From an optimization exercise on the open Yosys and OpenROAD flow, aimed at small area, a short achievable clock period and few clock cycles; shortcuts taken in it are not production practice. Function was checked by simulation only, so behaviour that the tests miss may differ from the original. Power figures rest on the tool's default switching activity, not on a simulated workload.

== v6 ==
==> flow/design.v <==
module f64_round (
    input         sign,
    input  [68:0] pn,
    input  [11:0] pexp,
    input         ones,
    output [63:0] result,
    output        is_inf,
    output [62:0] trunc,
    output        up,
    output [11:0] e_round
);
    wire [11:0] e_field = pn[68] ? pexp : 12'd0;
    assign up      = pn[15] && ((|pn[14:0]) || pn[16]);
    assign trunc   = {e_field[10:0], pn[67:16]};
    assign e_round = e_field + {11'd0, up && ones};
    assign is_inf  = e_round >= 12'd2047;
    assign result = {sign, trunc + {62'd0, up}};
endmodule
module f64_mul_nat (
    input  [68:0] pn,
    input  [68:0] sg,
    input  [11:0] pexp,
    output [68:0] pn_next,
    output [68:0] sg_next,
    output [11:0] pexp_next,
    output        ones_next    
);
    wire [69:0] s  = {1'b0, pn} + {1'b0, sg};
    wire        up = s[69];
    assign pn_next   = up ? s[69:1] : s[68:0];
    assign sg_next   = up ? {1'b0, sg[68:1]} : sg;
    assign pexp_next = pexp + {11'd0, up};
    assign ones_next = up ? &s[68:17] : &s[67:16];
endmodule
module f64_add_order (
    input  [62:0] a,
    input  [62:0] b_trunc,
    input         b_up,
    input  [10:0] b_exp,
    output        a_big,
    output [5:0]  shift
);
    reg [63:0] gt, eq;
    integer i, l;
    always @* begin
        for (i = 0; i < 64; i = i + 1) begin
            gt[i] = (i < 63) ? (a[i] && !b_trunc[i]) : 1'b0;
            eq[i] = (i < 63) ? (a[i] == b_trunc[i]) : 1'b1;
        end
        for (l = 1; l < 64; l = l * 2)
            for (i = 0; i < 64; i = i + 2 * l) begin
                gt[i] = gt[i + l] || (eq[i + l] && gt[i]);
                eq[i] = eq[i + l] && eq[i];
            end
    end
    assign a_big = gt[0] || (eq[0] && !b_up);
    wire [10:0] xa = {a[62:53], a[52] | ~|a[62:52]};
    wire [10:0] xb = {b_exp[10:1], b_exp[0] | ~|b_exp};
    wire [11:0] dab = {1'b0, xa} - {1'b0, xb};
    wire [10:0] dba = xb - xa;
    wire [10:0] d   = dab[11] ? dba : dab[10:0];
    assign shift = (|d[10:6] || d[5:0] > 6'd56) ? 6'd56 : d[5:0];
endmodule
module f64_add_align (
    input  [63:0] a,
    input  [63:0] b,
    input         b_nan,
    input         b_inf,
    input         a_big,       
    input  [5:0]  ds,          
    output [56:0] sum,
    output [10:0] x_big,
    output        s_big,
    output        r_nan,       
    output        r_inf,       
    output        r_sign,
    output        sub,         
    output reg [5:0] lz        
);
    wire        sa = a[63];
    wire        sb = b[63];
    wire [10:0] ea = a[62:52];
    wire [51:0] fa = a[51:0];
    wire a_nan = (&ea) && (|fa);
    wire a_inf = (&ea) && !(|fa);
    wire [62:0] big = a_big ? a[62:0] : b[62:0];
    wire [62:0] sml = a_big ? b[62:0] : a[62:0];
    assign      sub = sa ^ sb;
    wire [10:0] eB = big[62:52];
    wire        hB = |eB;
    wire        hS = |sml[62:52];
    wire [10:0] xB = {eB[10:1], eB[0] | !hB};
    wire [52:0] mB = {hB, big[51:0]};
    wire [52:0] mS = {hS, sml[51:0]};
    wire [55:0] sml_sh = {mS, 3'b000} >> ds;
    reg  [52:0] st_mask;
    integer j;
    always @* begin
        for (j = 0; j < 53; j = j + 1)
            st_mask[j] = (j + 3 < ds);
    end
    wire        sml_st = |(mS & st_mask);
    wire [55:0] sml_al = {sml_sh[55:1], sml_sh[0] | sml_st};
    wire [57:0] sum_c = {1'b0, mB, 3'b000, 1'b1}
                      + {sub, sml_al ^ {56{sub}}, sub};
    assign sum = sum_c[57:1];
    reg  [55:0] lim;
    always @* begin
        for (j = 0; j < 56; j = j + 1)
            lim[j] = ({5'd0, xB} == 16'd56 - j);
    end
    wire [55:0] lz_in = sum[55:0] | lim;
    always @* begin
        lz = 6'd0;
        for (j = 0; j < 56; j = j + 1)
            if (lz_in[j]) lz = 6'd55 - j;
    end
    assign x_big  = xB;
    assign s_big  = a_big ? sa : sb;
    assign r_nan  = a_nan || b_nan || (a_inf && b_inf && sub);
    assign r_inf  = a_inf || b_inf;
    assign r_sign = a_inf ? sa : sb;
endmodule
module f64_add_norm (
    input  [56:0] sum,
    input  [10:0] x_big,
    input         s_big,
    input         r_nan,
    input         r_inf,
    input         r_sign,
    input         sub,
    input  [5:0]  lz,
    output [63:0] result
);
    wire        carry = sum[56];
    wire [55:0] y   = carry ? {sum[56:2], sum[1] | sum[0]} : (sum[55:0] << lz);
    wire [11:0] ex  = {1'b0, x_big} + (carry ? 12'd0 : {6'h3F, ~lz}) + 12'd1;
    wire [52:0] mant = y[55:3];
    wire        up   = y[2] && (y[1] || y[0] || y[3]);
    wire [10:0] e_fld = mant[52] ? ex[10:0] : 11'd0;
    wire [62:0] pat   = {e_fld, mant[51:0]} + {62'd0, up};
    wire        ovf   = ex >= 12'd2047;    
    wire        sign = s_big && !(sub && sum == 57'd0);
    assign result = r_nan  ? 64'h7FF8000000000000 :
                    r_inf  ? {r_sign, 11'h7FF, 52'd0} :
                    ovf    ? {sign, 11'h7FF, 52'd0} :
                             {sign, pat};
endmodule
module pl_ramp (
    input             clk,
    input             rst,
    input             seg_valid,
    output            seg_ready,
    input      [63:0] seg_value,
    input      [63:0] seg_slope,
    input      [15:0] seg_len,
    output            out_valid,
    input             out_ready,
    output     [63:0] out_data
);
    reg        busy;
    reg        last;       
    reg [15:0] cnt;        
    reg [63:0] value;
    reg        sx;
    reg        x_nan;      
    reg [68:0] pn;         
    reg [68:0] sg;
    reg [11:0] pexp;
    reg        ones;       
    reg [62:0] prod;       
    reg        p_nan;
    reg        p_inf;
    reg        a_big;      
    reg [5:0]  ds;         
    reg        v2;
    reg [56:0] sum2;
    reg [10:0] xb2;
    reg        sb2;
    reg        nan2, inf2, sgn2, sub2;
    reg [5:0]  lz2;
    reg        ov;
    reg        ov_q;       
    reg        rdy_q;      
    reg [63:0] od;
    reg        sv;
    reg [63:0] sd;
    wire [68:0] pn_next;
    wire [68:0] sg_next;
    wire [11:0] pexp_next;
    wire        ones_next;
    f64_mul_nat u_acc (
        .pn       (pn),
        .sg       (sg),
        .pexp     (pexp),
        .pn_next  (pn_next),
        .sg_next  (sg_next),
        .pexp_next(pexp_next),
        .ones_next(ones_next)
    );
    wire [63:0] prod_next;
    wire        prod_big;
    wire [62:0] prod_trunc;
    wire        prod_up;
    wire [11:0] prod_exp;
    f64_round u_round (
        .sign  (sx),
        .pn    (pn),
        .pexp  (pexp),
        .ones  (ones),
        .result(prod_next),
        .is_inf(prod_big),
        .trunc (prod_trunc),
        .up    (prod_up),
        .e_round(prod_exp)
    );
    wire       a_big_n;
    wire [5:0] ds_n;
    f64_add_order u_order (
        .a      (value[62:0]),
        .b_trunc(prod_trunc),
        .b_up   (prod_up),
        .b_exp  (prod_exp[10:0]),
        .a_big(a_big_n),
        .shift(ds_n)
    );
    wire [56:0] sum_a;
    wire [10:0] xb_a;
    wire        sb_a, nan_a, inf_a, sgn_a, sub_a;
    wire [5:0]  lz_a;
    f64_add_align u_align (
        .a     (value),
        .b     ({sx, prod}),
        .b_nan (p_nan),
        .b_inf (p_inf),
        .a_big (a_big),
        .ds    (ds),
        .sum   (sum_a),
        .x_big (xb_a),
        .s_big (sb_a),
        .r_nan (nan_a),
        .r_inf (inf_a),
        .r_sign(sgn_a),
        .sub   (sub_a),
        .lz    (lz_a)
    );
    wire [63:0] res;
    f64_add_norm u_norm (
        .sum   (sum2),
        .x_big (xb2),
        .s_big (sb2),
        .r_nan (nan2),
        .r_inf (inf2),
        .r_sign(sgn2),
        .sub   (sub2),
        .lz    (lz2),
        .result(res)
    );
    wire adv   = !sv;
    wire issue = busy && adv;
    wire take  = !busy || (last && !sv);    
    wire       s_exp_max = &seg_slope[62:52];
    wire       s_hid     = |seg_slope[62:52];
    wire out_free = !ov || out_ready;
    wire busy_n   = rst  ? 1'b0 :
                    take ? seg_valid && (seg_len != 16'd0) :
                           busy && !(issue && last);
    wire last_n   = take  ? seg_len == 16'd1 :
                    issue ? cnt == 16'd2 :
                            last;
    wire sv_n     = !rst && !out_free && (sv || v2);
    wire ov_n     = !rst && (out_free ? sv || v2 : 1'b1);
    always @(posedge clk) begin
        if (take) begin
            cnt   <= seg_len;
            value <= seg_value;
            sx    <= seg_slope[63];
            x_nan <= s_exp_max && (|seg_slope[51:0]);
            pn    <= {s_hid, seg_slope[51:0], 16'd0};
            sg    <= {s_hid, seg_slope[51:0], 16'd0};
            pexp  <= {1'b0, seg_slope[62:53], seg_slope[52] | !s_hid};
            ones  <= &seg_slope[51:0];
            prod  <= 63'd0;
            p_nan <= s_exp_max;
            p_inf <= 1'b0;
            a_big <= 1'b1;
            ds    <= 6'd0;
        end else if (issue) begin
            cnt   <= cnt - 16'd1;
            pn    <= pn_next;
            sg    <= sg_next;
            pexp  <= pexp_next;
            ones  <= ones_next;
            prod  <= prod_next[62:0];
            p_nan <= x_nan;
            p_inf <= prod_big && !x_nan;
            a_big <= a_big_n;
            ds    <= ds_n;
        end
        busy <= busy_n;
        last <= last_n;
        sv   <= sv_n;
        ov   <= ov_n;
        rdy_q <= !busy_n || (last_n && !sv_n);
        ov_q  <= ov_n;
        if (adv) begin
            sum2  <= sum_a;
            xb2   <= xb_a;
            sb2   <= sb_a;
            nan2  <= nan_a;
            inf2  <= inf_a;
            sgn2  <= sgn_a;
            sub2  <= sub_a;
            lz2   <= lz_a;
        end
        if (rst)
            v2 <= 1'b0;
        else if (adv)
            v2 <= issue;
        if (out_free)
            od <= sv ? sd : res;
        if (!sv)
            sd <= res;
    end
    assign seg_ready = rdy_q;
    assign out_valid = ov_q;
    assign out_data  = od;
endmodule
Settings: LEC_CHECK=0, CAP_MARGIN=20, CORE_MARGIN=2, CORE_UTILIZATION=50, CTS_CLUSTER_DIAMETER=150, CTS_CLUSTER_SIZE=20, SLEW_MARGIN=20; clock period 55.0 ns.
standard.sh (not shown) runs the stock make flow with config.mk's settings and CLKGATE_MAP_FILE= SYNTH_SCRIPT=/design/flow/synth_recipe.tcl, a recipe that flattens the netlist after the stock synthesis.
==> flow/flow/run.sh <==
#!/bin/bash
# Layout flow: the standard layout (standard.sh) with two changes.
#  - The port buffers that placement inserts on every input and output are
#    buf_1 cells on the inputs and buf_2 cells on the outputs (the standard
#    flow picks clkdlybuf4s50_1 delay cells for both).
#  - Synthesis maps the logic with flow/abc.script, an area-oriented ABC
#    script, in place of ORFS's abc_speed.script. Everything else in
#    synthesis is ORFS's and the standard flow's own: the flip-flops are mapped before
#    ABC runs and ABC does not touch them.
# ORFS takes its scripts from SCRIPTS_DIR, so this runs the standard flow on
# a copy of ORFS's scripts folder that differs only in those two places.
set -e
rm -rf scripts
cp -r "$FLOW_HOME/scripts" scripts
cp flow/abc.script scripts/abc_speed.script
sed -i 's/^\( *\)buffer_ports {\*}\[env_var_or_empty BUFFER_PORTS_ARGS\]$/\1buffer_ports -inputs -buffer_cell sky130_fd_sc_hd__buf_1\n\1buffer_ports -outputs -buffer_cell sky130_fd_sc_hd__buf_2/' scripts/global_place.tcl
grep -q "buffer_ports -inputs -buffer_cell sky130_fd_sc_hd__buf_1" scripts/global_place.tcl
export SCRIPTS_DIR="$PWD/scripts"
bash standard.sh > standard.log 2>&1
==> flow/flow/abc.script <==
&get -n
&st
&dch
&nf -R 20
&put
buffer -c
topo
stime -c
upsize -c
dnsize -c
v6: done, clean on timing, DRC and antenna
Testbench counts of v6, summed over its fixed seeds: cycles 127,448.
Relative to v6, the following input files were edited for v7:
==> flow/flow/run.sh <==
#!/bin/bash
# Layout flow: the standard layout (standard.sh) with two changes.
#  - The port buffers that placement inserts on every input and output are
#    buf_2 cells (the standard flow picks clkdlybuf4s50_1 delay cells).
#  - Synthesis maps the logic with flow/abc.script, an area-oriented ABC
#    script, in place of ORFS's abc_speed.script. Everything else in
#    synthesis is ORFS's and the standard flow's own: the flip-flops are mapped before
#    ABC runs and ABC does not touch them.
# ORFS takes its scripts from SCRIPTS_DIR, so this runs the standard flow on
# a copy of ORFS's scripts folder that differs only in that one file.
set -e
export BUFFER_PORTS_ARGS="-buffer_cell sky130_fd_sc_hd__buf_2"
rm -rf scripts
cp -r "$FLOW_HOME/scripts" scripts
cp flow/abc.script scripts/abc_speed.script
export SCRIPTS_DIR="$PWD/scripts"
bash standard.sh > standard.log 2>&1
## What came out
- v7 was carried through to the last stage, and its layout satisfied the timing, design-rule and antenna checks.
- Looking at end of the critical path, the out_data[0] result is from v6; the out_data[14] one comes from v7.
- Power share of the combinational group is lower on v6
- Changes observed in v7 relative to v6: layout buffering overhead excluding clock cells higher; number of well taps roughly the same; last weighted congestion value of the routability-driven placer shows a reduction of about 0.3%.

## afterwards: timing with drivers on the ports
The results above use ideal ports. As a check the final layouts listed here were re-extracted and re-timed, cells and wires unchanged.
Step 1 (the two cells are an assumption about what drives the block):
set clk [get_ports {clk}]
set_driving_cell -lib_cell sky130_fd_sc_hd__clkbuf_16 $clk
set_driving_cell -lib_cell sky130_fd_sc_hd__buf_2 [delete_from_list [all_inputs] $clk]
Step 2 adds t to the input delays and takes it off the output delays; t is the mean of the earliest and latest rising clock arrival at the registers after step 1. Input paths then give back, and output paths get back, about the clock's delay inside the block.
Slacks: no drivers / after step 1 / after step 2; pairs: no drivers / after step 1.
run	t (ns)	setup slack, ns	clock arrival spread, ns
v6	0.698	42.798 / 42.727 / 42.299	0.017 / 0.018
v7	0.697	42.814 / 42.745 / 42.269	0.018 / 0.018
After both steps setup and hold are still met in every run listed. For v7, which loses most, drivers alone change the setup slack by -0.069 ns; drivers and shift together by -0.545 ns.
